From an optimization exercise on the open Yosys and OpenROAD flow, aimed at small area, a short achievable clock period and few clock cycles per item; shortcuts taken in it are not production practice.
The RTL was checked by simulation tests, not by an equivalence proof against the original design.
Power is estimated from default activity; no workload was simulated.

// wkcore
module wkcore (
  input  wire        clk,
  input  wire        rst,
  input  wire        start,
  input  wire        ack,
  input  wire [31:0] page_words,
  input  wire [31:0] dst_cap_words,
  output wire        busy,
  output wire        done,
  output wire [1:0]  err,
  output wire [31:0] length,
  output wire [9:0]  pg_addr,
  output wire        pg_re,
  input  wire [31:0] pg_rdata,
  output reg  [10:0] dst_addr,
  output reg  [31:0] dst_wdata,
  output reg         dst_we
);
Size: ~2200 cells after synthesis, about 830 flip-flops, about 190 I/O pins, ~0.031 mm^2 of cells after synthesis.
clock: 11.0 ns
lec_check: 0
cap_margin: 20
core_margin: 2
core_utilization: 65
slew_margin: 20
standard.sh (not shown) runs the stock make flow with config.mk's settings and CLKGATE_MAP_FILE= SYNTH_SCRIPT=/design/flow/synth_recipe.tcl, a recipe that flattens the netlist after the stock synthesis.
==> flow/flow/run.sh <==
#!/bin/bash
# Layout flow: the standard flow (standard.sh), with changes in how
# the layout is made:
#  - the port buffers are buf_2 cells instead of the cell buffer_ports picks;
#  - timing repair after CTS and global routing aims for more setup slack;
#  - clock tree synthesis uses clusters of up to 25 sinks and no dummy loads.
# The constraints (constraint.sdc, clock period) are used unchanged.
set -o pipefail
bash standard.sh \
  "BUFFER_PORTS_ARGS=-buffer_cell sky130_fd_sc_hd__buf_2" \
  SETUP_SLACK_MARGIN=7.8 \
  "CTS_ARGS=-sink_clustering_enable -repair_clock_nets -dont_use_dummy_load -sink_clustering_size 16 -sink_clustering_max_diameter 60" \
  finish > standard.log 2>&1
Testbench counts at the start, summed over its fixed seeds: cycles 65,908, items 32.
==> next run, changes <==
--- a/flow/flow/run.sh
+++ b/flow/flow/run.sh
@@ -11,2 +11,2 @@
-  SETUP_SLACK_MARGIN=7.8 \
-  "CTS_ARGS=-sink_clustering_enable -repair_clock_nets -dont_use_dummy_load -sink_clustering_size 16 -sink_clustering_max_diameter 60" \
+  SETUP_SLACK_MARGIN=7.7 \
+  "CTS_ARGS=-sink_clustering_enable -repair_clock_nets -dont_use_dummy_load -sink_clustering_size 25 -sink_clustering_max_diameter 80" \
Effect:
- clock skew barely changes
- final cell count came out lower by 0.78%
- synthesized cell count does not change
- power came out lower by about 5.6%

## v51
wkcore, a different RTL version from the one above (not shown whole).
For scale: roughly 2300 cells after synthesis, about 870 flip-flops, ~33000 um2 of cells after synthesis.
make LEC_CHECK=0 CAP_MARGIN=20 CORE_MARGIN=2 CORE_UTILIZATION=65 CTS_CLUSTER_DIAMETER=80 CTS_CLUSTER_SIZE=25 SETUP_SLACK_MARGIN=5 SLEW_MARGIN=20 finish   # period 11.0 ns
run.sh (not shown) runs the stock make flow with config.mk's settings and CLKGATE_MAP_FILE= SYNTH_SCRIPT=/design/flow/synth_recipe.tcl, a recipe that flattens the netlist after the stock synthesis.
Stock flow here: none of the scripts above is used.
Testbench counts of v51, summed over its fixed seeds: cycles 65,908, items 32.
Inputs modified between v51 and v25:
# v51
export LEC_CHECK = 0
export CAP_MARGIN = 20
export CORE_MARGIN = 2
export CORE_UTILIZATION = 65
export CTS_CLUSTER_DIAMETER = 80
export CTS_CLUSTER_SIZE = 25
export SETUP_SLACK_MARGIN = 5
export SLEW_MARGIN = 20
create_clock -name core_clock -period 11.0 [get_ports {clk}]
# v25
export LEC_CHECK = 0
export CAP_MARGIN = 20
export CORE_MARGIN = 2
export CORE_UTILIZATION = 65
export SLEW_MARGIN = 20
create_clock -name core_clock -period 11.0 [get_ports {clk}]
==> flow/flow/run.sh (new file) <==
#!/bin/bash
# Layout flow: the standard flow (standard.sh), with changes in how
# the layout is made:
#  - the port buffers are buf_2 cells instead of the cell buffer_ports picks;
#  - timing repair after CTS and global routing aims for more setup slack;
#  - clock tree synthesis uses clusters of up to 25 sinks and no dummy loads.
# The constraints (constraint.sdc, clock period) are used unchanged.
set -o pipefail
bash standard.sh \
  "BUFFER_PORTS_ARGS=-buffer_cell sky130_fd_sc_hd__buf_2" \
  SETUP_SLACK_MARGIN=7.8 \
  "CTS_ARGS=-sink_clustering_enable -repair_clock_nets -dont_use_dummy_load -sink_clustering_size 25 -sink_clustering_max_diameter 80" \
  finish > standard.log 2>&1
==> flow/standard.sh (new file) <==
#!/bin/bash
# synth_recipe.tcl (not shown) runs the flow's synth.tcl, then flattens the netlist and writes it again
# the make line also repeats each setting of config.mk as NAME=value (left out here)
make -C /OpenROAD-flow-scripts/flow DESIGN_CONFIG=/design/flow/config.mk WORK_HOME=/design/flow/orfs CLKGATE_MAP_FILE= SYNTH_SCRIPT=/design/flow/synth_recipe.tcl "${@:-finish}"
removed: flow/run.sh
### Flow results
Number of global-route vias before repair: v25 vs v51 down about 2.5%
Final area for v25: 410 um2 down relative to v51
reg2out as the category of the critical setup timing path was reported by v25, and reg2reg by v51.
v25 against v51; wire length on met3 is down by a few percent.
Comparing v25 and v51, relative slew slack is lower on v51.
On routed wire length, the higher figure sits with v51, not v25.
Re largest fanout of any net on the critical path: v25 is 20 down on v51.
Against v51, v25 comes in 1.3 points lower on clock group share of total power.
Between v25 and v51, it is v25 whose slew of the pin with the lowest slew margin is lower, by 31 ps.
met3 track utilization from global routing in v25 is 0.70 points below v51.
The following lists how v42 was set up differently from v25:
diff --git a/flow/flow/run.sh b/flow/flow/run.sh
--- a/flow/flow/run.sh
+++ b/flow/flow/run.sh
@@ -11 +11 @@
-  SETUP_SLACK_MARGIN=7.8 \
+  SETUP_SLACK_MARGIN=7.5 \
Findings:
Row utilization: v42 lower / v25 higher. On multi-input gate area in the final layout, v42 tracks v25 almost exactly. Highest clock rate | v42 below v25.
Here is what was changed in the inputs of v13 compared with v42.
diff --git a/flow/flow/run.sh b/flow/flow/run.sh
--- a/flow/flow/run.sh
+++ b/flow/flow/run.sh
@@ -11 +11 @@
-  SETUP_SLACK_MARGIN=7.5 \
+  SETUP_SLACK_MARGIN=8.1 \
Findings:
Changes observed in v13 relative to v42: clock period minus final worst setup slack has decreased, fraction of power consumed by combinational cells shows an increase of 0.5 points, switching component of the power now sits higher, via count rose about 3%, routed wire length now larger. Total power ends up higher on v13.
The following lists how v49 was set up differently from v13:
# v13
export LEC_CHECK = 0
export CAP_MARGIN = 20
export CORE_MARGIN = 2
export CORE_UTILIZATION = 65
export SLEW_MARGIN = 20
create_clock -name core_clock -period 11.0 [get_ports {clk}]
# v49
export LEC_CHECK = 0
export CAP_MARGIN = 20
export CORE_MARGIN = 2
export CORE_UTILIZATION = 80
export SLEW_MARGIN = 20
create_clock -name core_clock -period 11.0 [get_ports {clk}]
diff --git a/flow/flow/run.sh b/flow/flow/run.sh
--- a/flow/flow/run.sh
+++ b/flow/flow/run.sh
@@ -11 +11 @@
-  SETUP_SLACK_MARGIN=8.1 \
+  SETUP_SLACK_MARGIN=7.8 \
### Flow results
In v49, the share of final-layout standard cells stronger than drive strength 1 came out 1.9 points below the value in v13.
Clock network fraction of total power for v49 is higher than for v13.
Routed wire length (lower): v13

static timing again, ports no longer ideal:
How much do the figures lean on ideal ports? The routed layouts below were timed once more, with nothing changed but the port constraints.
Step 1: set_driving_cell puts a clkbuf_16 on clk and a buf_2 on each other input, an assumption about the parent block.
Step 2 adds t to the input delays and takes it off the output delays; t is the mean of the earliest and latest rising clock arrival at the registers after step 1. Input paths then give back, and output paths get back, about the clock's delay inside the block.
a / b / c = ideal / step 1 / step 2; a / b = the first two.
run | t, ns | setup WS [ns] | worst hold slack (ns) | worst register clock-pin slew, ns
the first run of note 1 | 0.667 | 7.730 / 7.672 / 7.602 | 0.329 / 0.329 / 0.329 | 0.07 / 0.07
the second run of note 1 | 0.631 | 7.727 / 7.667 / 7.627 | 0.295 / 0.295 / 0.295 | 0.10 / 0.10
v51 | 0.652 | 7.097 / 7.072 / 7.097 | 0.328 / 0.328 / 0.328 | 0.10 / 0.10
v25 | 0.639 | 7.736 / 7.675 / 7.591 | 0.329 / 0.329 / 0.329 | 0.10 / 0.10
v42 | 0.637 | 7.609 / 7.550 / 7.594 | 0.330 / 0.330 / 0.330 | 0.10 / 0.10
v13 | 0.637 | 7.724 / 7.664 / 7.626 | 0.304 / 0.304 / 0.304 | 0.10 / 0.10
v49 | 0.631 | 7.704 / 7.645 / 7.621 | 0.292 / 0.292 / 0.292 | 0.10 / 0.10
After both steps every run listed still meets setup and hold. For v25, which loses most, drivers alone change the setup slack by -0.061 ns; drivers and shift together by -0.145 ns.
